This is an optimization exercise on Yosys and OpenROAD, whose aim is small area, not a production implementation. In this exercise RTL edits were held to simulation tests only and were not proved equivalent to the original. No activity file was given, so power comes from the tool's default toggle rates.

--- flow/design.v ---
module kr_scanner (
    input  wire        clk,
    input  wire        rst_n,
    input  wire [7:0]  col_n,
    input  wire        hs_valid,
    input  wire [31:0] hs_data,
    input  wire        wfull,
    output reg  [6:0]  row_n,
    output wire        push,
    output wire [7:0]  push_data,
    output wire        hs_done,
    output wire        halted,
    output wire [1:0]  fatal,
    output wire [2:0]  row_idx,
    output wire [7:0]  lost_byte
);
    localparam [2:0] WAIT_HS = 3'd0,
                     STROBE  = 3'd1,
                     SETTLE  = 3'd2,
                     SAMPLE  = 3'd3,
                     RELEASE = 3'd4,
                     HALTED  = 3'd5;
    localparam [1:0] FATAL_NONE     = 2'd0,
                     FATAL_OVERFLOW = 2'd1,
                     FATAL_INIT     = 2'd2;
    localparam COL_SYNC_STAGES = 2;
    reg [2:0]  sphase;
    reg [2:0]  row;
    reg [2:0]  col;
    reg [15:0] cnt;
    reg [15:0] settle;
    reg [48:0] snap;
    reg [1:0]  sfatal;
    reg [7:0]  lost;
    reg [7:0]  col_s1, col_s2;
    always @(posedge clk) begin
        if (!rst_n) begin
            col_s1 <= 8'hff;
            col_s2 <= 8'hff;
        end else begin
            col_s1 <= col_n;
            col_s2 <= col_s1;
        end
    end
    wire [32:0] hs_round   = {1'b0, hs_data} + 33'd999999;
    wire [32:0] hs_quot    = hs_round / 33'd1000000;
    wire [15:0] settle_new = hs_quot[15:0] + COL_SYNC_STAGES;
    wire [5:0] raw    = {row, col};
    wire       is_key = (raw >= 6'd4) && (raw <= 6'd52);
    wire [5:0] key    = raw - 6'd4;
    wire       pressed = ~col_s2[col];
    wire       edge_seen = is_key && (pressed != snap[key]);
    wire [7:0] evt    = {pressed, 1'b0, key};
    always @(posedge clk) begin
        if (!rst_n) begin
            sphase    <= WAIT_HS;
            row       <= 3'd0;
            col       <= 3'd0;
            cnt       <= 16'd0;
            settle    <= 16'd0;
            snap      <= 49'd0;
            sfatal    <= FATAL_NONE;
            lost      <= 8'd0;
            row_n     <= 7'h7f;
        end else begin
            case (sphase)
                WAIT_HS: begin
                    if (hs_valid) begin
                        if (hs_data == 32'd0) begin
                            sfatal <= FATAL_INIT;
                            row_n  <= 7'h7f;
                            sphase <= HALTED;
                        end else begin
                            settle <= settle_new;
                            row    <= 3'd0;
                            sphase <= STROBE;
                        end
                    end
                end
                STROBE: begin
                    row_n  <= ~(7'd1 << row);
                    col    <= 3'd0;
                    cnt    <= settle;
                    sphase <= SETTLE;
                end
                SETTLE: begin
                    if (cnt <= 16'd1)
                        sphase <= SAMPLE;
                    else
                        cnt <= cnt - 16'd1;
                end
                SAMPLE: begin
                    if (edge_seen) begin
                        snap[key] <= pressed;
                    end
                    if (edge_seen && wfull) begin
                        lost   <= evt;
                        sfatal <= FATAL_OVERFLOW;
                        row_n  <= 7'h7f;
                        sphase <= HALTED;
                    end else begin
                        if (col == 3'd7) begin
                            sphase <= RELEASE;
                        end else begin
                            col    <= col + 3'd1;
                            cnt    <= settle;
                            sphase <= SETTLE;
                        end
                    end
                end
                RELEASE: begin
                    row_n  <= 7'h7f;
                    row    <= (row == 3'd6) ? 3'd0 : row + 3'd1;
                    sphase <= STROBE;
                end
                default: begin
                end
            endcase
        end
    end
    assign push      = (sphase == SAMPLE) && edge_seen && !wfull;
    assign push_data = evt;
    assign hs_done   = (sphase != WAIT_HS);
    assign halted    = (sphase == HALTED);
    assign fatal     = sfatal;
    assign row_idx   = row;
    assign lost_byte = lost;
endmodule
module kr_queue (
    input  wire       clk,
    input  wire       rst_n,
    input  wire       push,
    input  wire [7:0] push_data,
    output wire       wfull,
    output wire [7:0] wlevel,
    input  wire       pop,
    output wire       rempty,
    output wire [7:0] rlevel,
    output wire [7:0] head
);
    reg [7:0] mem [0:127];
    reg [7:0] wbin, wgray;
    reg [7:0] rbin, rgray;
    reg [7:0] wq1_rgray, wq2_rgray;
    reg [7:0] rq1_wgray, rq2_wgray;
    function [7:0] bin2gray(input [7:0] b);
        bin2gray = b ^ (b >> 1);
    endfunction
    function [7:0] gray2bin(input [7:0] g);
        integer i;
        begin
            gray2bin[7] = g[7];
            for (i = 6; i >= 0; i = i - 1)
                gray2bin[i] = gray2bin[i+1] ^ g[i];
        end
    endfunction
    wire [7:0] wbin_next = wbin + 8'd1;
    wire [7:0] rbin_next = rbin + 8'd1;
    always @(posedge clk) begin
        if (push)
            mem[wbin[6:0]] <= push_data;
    end
    assign head = mem[rbin[6:0]];
    always @(posedge clk) begin
        if (!rst_n) begin
            wbin  <= 8'd0;
            wgray <= 8'd0;
        end else if (push) begin
            wbin  <= wbin_next;
            wgray <= bin2gray(wbin_next);
        end
    end
    always @(posedge clk) begin
        if (!rst_n) begin
            rbin  <= 8'd0;
            rgray <= 8'd0;
        end else if (pop) begin
            rbin  <= rbin_next;
            rgray <= bin2gray(rbin_next);
        end
    end
    always @(posedge clk) begin
        if (!rst_n) begin
            wq1_rgray <= 8'd0;
            wq2_rgray <= 8'd0;
            rq1_wgray <= 8'd0;
            rq2_wgray <= 8'd0;
        end else begin
            wq1_rgray <= rgray;
            wq2_rgray <= wq1_rgray;
            rq1_wgray <= wgray;
            rq2_wgray <= rq1_wgray;
        end
    end
    assign wlevel = wbin - gray2bin(wq2_rgray);
    assign rlevel = gray2bin(rq2_wgray) - rbin;
    assign wfull  = (wlevel == 8'd128);
    assign rempty = (rgray == rq2_wgray);
endmodule
module kr_transmitter (
    input  wire       clk,
    input  wire       rst_n,
    output wire       svc_req,
    input  wire       svc_done,
    output wire       tx_req,
    output wire [7:0] tx_p0,
    output wire [7:0] tx_p1,
    output wire [7:0] tx_p2,
    output wire [7:0] tx_p3,
    input  wire       tx_done,
    input  wire       tx_ok,
    output reg        diag_valid,
    output reg  [1:0] diag_code,
    output reg  [7:0] diag_byte,
    input  wire       rempty,
    input  wire [7:0] head,
    output wire       pop,
    output wire       halted,
    output wire       fatal_decode,
    output wire       in_flight,
    output wire [7:0] bad_byte
);
    localparam [1:0] SERVICE = 2'd0,
                     PEEK    = 2'd1,
                     ATTEMPT = 2'd2,
                     HALTED  = 2'd3;
    localparam [1:0] DIAG_SENT         = 2'd0,
                     DIAG_SEND_FAIL    = 2'd1,
                     DIAG_FATAL_DECODE = 2'd2;
    localparam NKEYS = 49;
    localparam [3:0] CABLE   = 4'h0;
    localparam [3:0] CH      = 4'h0;
    localparam [6:0] VEL     = 7'h7f;
    localparam [3:0] CIN_ON  = 4'h9;
    localparam [3:0] CIN_OFF = 4'h8;
    localparam [3:0] ST_ON   = 4'h9;
    localparam [3:0] ST_OFF  = 4'h8;
    localparam [6:0] NOTE_BASE = 7'd36;
    function [6:0] keymap(input [6:0] k);
        keymap = NOTE_BASE + k;
    endfunction
    reg [1:0] tphase;
    reg [7:0] hold;
    reg [7:0] pkt0, pkt1, pkt2, pkt3;
    reg       tfatal;
    reg [7:0] bad;
    wire [6:0] head_key   = head[6:0];
    wire       head_valid = (head_key < NKEYS);
    wire       head_on    = head[7];
    always @(posedge clk) begin
        if (!rst_n) begin
            tphase     <= SERVICE;
            hold       <= 8'd0;
            pkt0       <= 8'd0;
            pkt1       <= 8'd0;
            pkt2       <= 8'd0;
            pkt3       <= 8'd0;
            tfatal     <= 1'b0;
            bad        <= 8'd0;
            diag_valid <= 1'b0;
            diag_code  <= 2'd0;
            diag_byte  <= 8'd0;
        end else begin
            diag_valid <= 1'b0;
            case (tphase)
                SERVICE: begin
                    if (svc_done)
                        tphase <= PEEK;
                end
                PEEK: begin
                    if (rempty) begin
                        tphase <= SERVICE;
                    end else if (!head_valid) begin
                        bad        <= head;
                        diag_valid <= 1'b1;
                        diag_code  <= DIAG_FATAL_DECODE;
                        diag_byte  <= head;
                        tfatal     <= 1'b1;
                        tphase     <= HALTED;
                    end else begin
                        if (head_on) begin
                            pkt0 <= {CABLE, CIN_ON};
                            pkt1 <= {ST_ON, CH};
                        end else begin
                            pkt0 <= {CABLE, CIN_OFF};
                            pkt1 <= {ST_OFF, CH};
                        end
                        pkt2   <= {1'b0, keymap(head_key)};
                        pkt3   <= {1'b0, VEL};
                        hold   <= head;
                        tphase <= ATTEMPT;
                    end
                end
                ATTEMPT: begin
                    if (tx_done) begin
                        diag_valid <= 1'b1;
                        diag_code  <= tx_ok ? DIAG_SENT : DIAG_SEND_FAIL;
                        diag_byte  <= hold;
                        tphase     <= SERVICE;
                    end
                end
                default: begin
                end
            endcase
        end
    end
    assign pop          = (tphase == ATTEMPT) && tx_done && tx_ok;
    assign svc_req      = (tphase == SERVICE);
    assign tx_req       = (tphase == ATTEMPT);
    assign tx_p0        = pkt0;
    assign tx_p1        = pkt1;
    assign tx_p2        = pkt2;
    assign tx_p3        = pkt3;
    assign halted       = (tphase == HALTED);
    assign fatal_decode = tfatal;
    assign in_flight    = (tphase == ATTEMPT);
    assign bad_byte     = bad;
endmodule
module kr_block (
    input  wire        clk,
    input  wire        rst_n,
    output wire [6:0]  row_n,
    input  wire [7:0]  col_n,
    input  wire        hs_valid,
    input  wire [31:0] hs_data,
    output wire [23:0] scan_status,
    output wire        svc_req,
    input  wire        svc_done,
    output wire        tx_req,
    output wire [7:0]  tx_p0,
    output wire [7:0]  tx_p1,
    output wire [7:0]  tx_p2,
    output wire [7:0]  tx_p3,
    input  wire        tx_done,
    input  wire        tx_ok,
    output wire        diag_valid,
    output wire [1:0]  diag_code,
    output wire [7:0]  diag_byte,
    output wire [23:0] tx_status
);
    wire       push, pop, wfull, rempty;
    wire [7:0] push_data, head, wlevel, rlevel;
    wire       s_hs_done, s_halted;
    wire [1:0] s_fatal;
    wire [2:0] s_row;
    wire [7:0] s_lost;
    wire       t_halted, t_fatal, t_in_flight;
    wire [7:0] t_bad;
    kr_scanner u_scanner (
        .clk       (clk),
        .rst_n     (rst_n),
        .col_n     (col_n),
        .hs_valid  (hs_valid),
        .hs_data   (hs_data),
        .wfull     (wfull),
        .row_n     (row_n),
        .push      (push),
        .push_data (push_data),
        .hs_done   (s_hs_done),
        .halted    (s_halted),
        .fatal     (s_fatal),
        .row_idx   (s_row),
        .lost_byte (s_lost)
    );
    kr_queue u_queue (
        .clk       (clk),
        .rst_n     (rst_n),
        .push      (push),
        .push_data (push_data),
        .wfull     (wfull),
        .wlevel    (wlevel),
        .pop       (pop),
        .rempty    (rempty),
        .rlevel    (rlevel),
        .head      (head)
    );
    kr_transmitter u_tx (
        .clk          (clk),
        .rst_n        (rst_n),
        .svc_req      (svc_req),
        .svc_done     (svc_done),
        .tx_req       (tx_req),
        .tx_p0        (tx_p0),
        .tx_p1        (tx_p1),
        .tx_p2        (tx_p2),
        .tx_p3        (tx_p3),
        .tx_done      (tx_done),
        .tx_ok        (tx_ok),
        .diag_valid   (diag_valid),
        .diag_code    (diag_code),
        .diag_byte    (diag_byte),
        .rempty       (rempty),
        .head         (head),
        .pop          (pop),
        .halted       (t_halted),
        .fatal_decode (t_fatal),
        .in_flight    (t_in_flight),
        .bad_byte     (t_bad)
    );
    assign scan_status = {s_lost, wlevel, s_row, wfull, s_fatal, s_halted, s_hs_done};
    assign tx_status   = {t_bad, rlevel, 4'b0000, t_in_flight, rempty, t_fatal, t_halted};
endmodule
--- flow/run.sh ---
#!/bin/bash
# synth_recipe.tcl (not shown) runs the flow's synth.tcl, then flattens the netlist and writes it again
# the make line also repeats each setting of config.mk as NAME=value (left out here)
make -C /OpenROAD-flow-scripts/flow DESIGN_CONFIG=/design/flow/config.mk WORK_HOME=/design/flow/orfs CLKGATE_MAP_FILE= SYNTH_SCRIPT=/design/flow/synth_recipe.tcl finish
--- flow/config.mk ---
export PLATFORM = sky130hd
export DESIGN_NAME = kr_block
export DESIGN_NICKNAME = kr_block
export VERILOG_FILES = /design/flow/design.v
export SDC_FILE = /design/flow/constraint.sdc
export NUM_CORES = 4
export LEC_CHECK = 0
export CAP_MARGIN = 20
export CORE_MARGIN = 2
export CORE_UTILIZATION = 40
export SLEW_MARGIN = 20
--- flow/constraint.sdc ---
create_clock -name core_clock -period 25.0 [get_ports {clk}]
set_input_delay 5.0000 -clock core_clock [delete_from_list [all_inputs] [get_ports {clk}]]
set_output_delay 5.0000 -clock core_clock [all_outputs]
set_load 0.01 [all_outputs]
==> out/metrics.json <==
{
  "worst_setup_hold_path_clk_slew": {"value": 60, "unit": "ps"},
  "drc_marker_count_from_the_first_detailed_route_iteration": {"value": 3566},
  "cell_type_with_the_highest_aggregate_area_in_the_netlist": {"value": "sky130_fd_sc_hd__edfxtp_1"},
  "fmax": {"value": 43.0, "unit": "MHz"},
  "grt_pass1_wl": {"value": 205000, "unit": "µm"},
  "worst_hold_startpoint": {"value": "u_scanner.col_s1[7]$_SDFF_PN1_"},
  "min_period_over_period": {"value": 93.0, "unit": "%"},
  "num_vias": {"value": 33900},
  "cts_tree": {"value": "built"},
  "placedCellCount": {"value": 5634},
  "post_synth_main_area_contributors": {"value": "sky130_fd_sc_hd__edfxtp_1 (51%), sky130_fd_sc_hd__mux4_2 (13%), sky130_fd_sc_hd__dfxtp_1 (8.4%)"},
  "floorplan.die.height": {"value": 368, "unit": "µm"},
  "nets": {"value": 4077},
  "worst_path_max_delay_cell": {"value": "sky130_fd_sc_hd__o41ai_4"},
  "numClockSinks": {"value": 1119},
  "dp.final_hpwl": {"value": 88500, "unit": "µm"},
  "synth_flop_cell": {"value": "sky130_fd_sc_hd__edfxtp_1"},
  "hold-path-endpoint": {"value": "u_scanner.col_s2[7]$_SDFF_PN1_"},
  "layout.cells.most_common": {"value": "sky130_fd_sc_hd__edfxtp_1"},
  "rows": {"value": 133},
  "initial_antenna_violation_count": {"value": 3},
  "timing.setup.critical_path_class": {"value": "primary input to register"},
  "io_pins": {"value": 146},
  "initial_utilization": {"value": 40.4, "unit": "%"},
  "postSynthRegisterBits": {"value": 1119},
  "worst_hold_path_type": {"value": "register to register"},
  "holdBufCountCts": {"value": 0},
  "cp_data_required_time": {"value": 25610, "unit": "ps"},
  "max_slew_margin": {"value": 25.3, "unit": "%"},
  "globalRouteOverflowTotal": {"value": 0},
  "clock-skew-final": {"value": 39.6, "unit": "ps"},
  "timing.hold.ws": {"value": 405, "unit": "ps"},
  "min_path_cells": {"value": 1},
  "route.detailed.vias_per_inst": {"value": 5.80},
  "post-synth-top-area-fraction": {"value": 50.6, "unit": "%"},
  "overall_track_demand_over_capacity_in_global_routing": {"value": 19.5, "unit": "%"},
  "timing.reg2reg.worst_path_depth": {"value": 17},
  "hold_viol_final": {"value": 0},
  "final_period_minus_worst_setup_slack": {"value": 23240, "unit": "ps"},
  "timing.final.max_slew_violations": {"value": 0},
  "ys_async_sr_fraction": {"value": 0, "unit": "%"},
  "clock_tree.htree_level_count": {"value": 3},
  "worst_pin_slew": {"value": 1120, "unit": "ps"},
  "post_route_cells_drive_above_1_share": {"value": 15.3, "unit": "%"},
  "setup_tns": {"value": 0, "unit": "ps"},
  "setup_viol": {"value": 0},
  "reg2reg_to": {"value": "u_tx.diag_byte[2]$_SDFFE_PN0P_"},
  "detail_route.first_pass.iterations": {"value": 7},
  "placeableCoreArea": {"value": 0.132, "unit": "mm²"},
  "gp_routability_congestion": {"value": 0.875},
  "synth_cells": {"value": 3921},
  "max-vdd-ir-drop": {"value": 282, "unit": "µV"},
  "layout.cells.most_common_list": {"value": "sky130_fd_sc_hd__edfxtp_1 (896), sky130_fd_sc_hd__nor2_1 (435), sky130_fd_sc_hd__mux4_2 (302)"},
  "crit_path_frequent_cell": {"value": "sky130_fd_sc_hd__nand2_1"},
  "cts_root_buffer": {"value": "sky130_fd_sc_hd__clkbuf_16"},
  "critical_path.max_stage_delay": {"value": 760, "unit": "ps"},
  "ys.warnings.count": {"value": 3},
  "die_area": {"value": 0.136, "unit": "mm²"},
  "timing.critical_path.to_type": {"value": "register"},
  "post-cts-setup-buffer-count": {"value": 0},
  "cp-start-kind": {"value": "primary input"},
  "worstSkewPairLatency": {"value": 700, "unit": "ps"},
  "rsz0062_at_grt": {"value": "false"},
  "grt_start_max_net_pins": {"value": 102},
  "totalPowerFinal": {"value": 6.93, "unit": "mW"},
  "power.static_leakage": {"value": 18.4, "unit": "nW"},
  "max_cap_viol_count": {"value": 0},
  "yosysSeqAreaShare": {"value": 59.0, "unit": "%"},
  "regToRegSetupSlack": {"value": 17420, "unit": "ps"},
  "cts.path.max_buffers": {"value": 3},
  "route.antenna.remaining_nets": {"value": 0},
  "outcome": {"value": "no timing/DRC/antenna violations"},
  "instances_no_fill": {"value": 5840},
  "drt_wl_total": {"value": 135000, "unit": "µm"},
  "port_buf_inserts": {"value": 124},
  "first_global_vias": {"value": 32600},
  "floorplan.die.width": {"value": 368, "unit": "µm"},
  "postSynthAreaPerCell": {"value": 13.6, "unit": "µm²"},
  "cts_made_buffers": {"value": 110},
  "synth.lib_cells_used.distinct": {"value": 127},
  "edff_count_synth": {"value": 896},
  "detail_route.drc_violations": {"value": 0},
  "syn2layout_area_growth": {"value": 12.1, "unit": "%"},
  "cts_repair_resize_count": {"value": 0},
  "timing.critical_path.fanout_max": {"value": 27},
  "drt-wirelength-per-cell": {"value": 23.2, "unit": "µm"},
  "synth.cell_area": {"value": 0.0531, "unit": "mm²"},
  "total_power_density_per_cell_area": {"value": 116, "unit": "mW/mm²"},
  "cp.arrival": {"value": 23850, "unit": "ps"}
}
## power by group
group	internal [mW]	leakage [nW]	switching [mW]	total, mW
clock	0.905	1.73	0.708	1.61
sequential	2.01	9.81	0.0184	2.03
combinational	1.12	6.84	2.17	3.28
total	4.03	18.4	2.89	6.93
## synth_stat cells, drive strengths merged (11+ instances only)
cell	number
ha	37
o211ai	27
nor2b	17
nand3	81
a2111oi	17
or4	12
nand2	300
nand2b	33
a22oi	51
a31oi	27
o21ai	133
a221oi	13
edfxtp	896
xnor2	135
nor2	440
mux4	302
a211oi	39
buf	99
o31a	12
or3	24
and2	59
nand4	28
mux2i	53
nor3	73
a21oi	175
nor4	44
xor2	72
dfxtp	223
clkbuf	131
o22ai	24
a21o	23
a211o	11
and3	22
o31ai	18
inv	67
mux2	16
o21a	13
## cell families after synthesis
family / count (synthesis) / synth area share (%)
AND/OR/NAND/NOR: 1173 / 10.3
flip-flops: 1119 / 59.0
AO/OA/AOI/OAI: 706 / 9.54
multiplexers: 371 / 14.1
buffers and inverters: 298 / 2.47
XOR/XNOR: 207 / 3.44
adder cells (fa/ha/maj): 46 / 1.08
other: 1 / 0.00706
## per-stage QoR
step | utilization (%) | setup WS, ps | area, µm²
global route | 45.2 | 578 | 59600
global placement | 42.6 | 1810 | 56000
CTS | 45.2 | 2020 | 59500
finish | 45.3 | 1760 | 59600
floorplan | - | 6120 | 53200
detailed placement | 42.6 | 1310 | 56000
## layer usage
layer	vias to the layer above	track usage [%]	wire length (µm)
li1	15300	-	-
met5	-	0	35
met1	17100	28.5	60500
met3	216	2.73	8650
met2	1181	30.8	62900
met4	4	5.02	3220
## worst max-delay path, delay by kind of cell
kind / cells / cell delay (ps)
muxes: 3 / 1360
buffers and inverters: 5 / 1230
AOI/OAI and AO/OA: 29 / 10800
and+or+nand+nor: 16 / 5050
xor gates and xnor gates: 1 / 190
adders and majority gates: 1 / 150
## flip-flops by register name (all words and copies together), names as in the netlist, 15 cells and up, named ones only
signal / cells
u_queue.mem: 896
u_scanner.cnt: 16
u_scanner.settle: 15
u_scanner.snap: 49
## worst max path at each step
stage | startpoint | to | depth (start not counted)
floorplan | hs_data[12] | u_scanner.settle[7]$_SDFFE_PN0P_ | 58
global placement | hs_data[5] | u_scanner.settle[7]$_SDFFE_PN0P_ | 55
detailed placement | hs_data[3] | u_scanner.settle[7]$_SDFFE_PN0P_ | 55
CTS | hs_data[5] | u_scanner.settle[7]$_SDFFE_PN0P_ | 55
global route | hs_data[3] | u_scanner.settle[7]$_SDFFE_PN0P_ | 55
finish | hs_data[5] | u_scanner.settle[7]$_SDFFE_PN0P_ | 55
## final cells by class
cell class / instances / area, µm²
antenna: 1 / 2.50
clock buffer: 131 / 2910
clock inverter: 73 / 593
fill: 11600 / 72100
inverter: 68 / 263
multi-input combinational: 2524 / 20600
sequential: 1119 / 31400
tap: 1755 / 2200
timing repair buffer: 169 / 1600

## what the ideal ports hide
Ports are ideal in the flow. The routed layout listed here was re-timed in OpenROAD.
Step 1, drivers: a clkbuf_16 drives clk and a buf_2 each remaining input, both assumed.
Step 2 times the ports against the registers' clock, not the clock port: input delays grow and output delays shrink by t, the midpoint of the rising clock arrivals with the driver on.
Three values: ideal ports, drivers, drivers and shift; two values: the first two.
t (ns): 0.757
setup WS [ns]: 1.757 / 1.811 / 1.054
worst setup path at the end: input to register
pins driven straight from the clock port: 1
After both steps setup and hold are still met in this run. For this run, drivers alone change the setup slack by +0.054 ns; drivers and shift together by -0.703 ns.
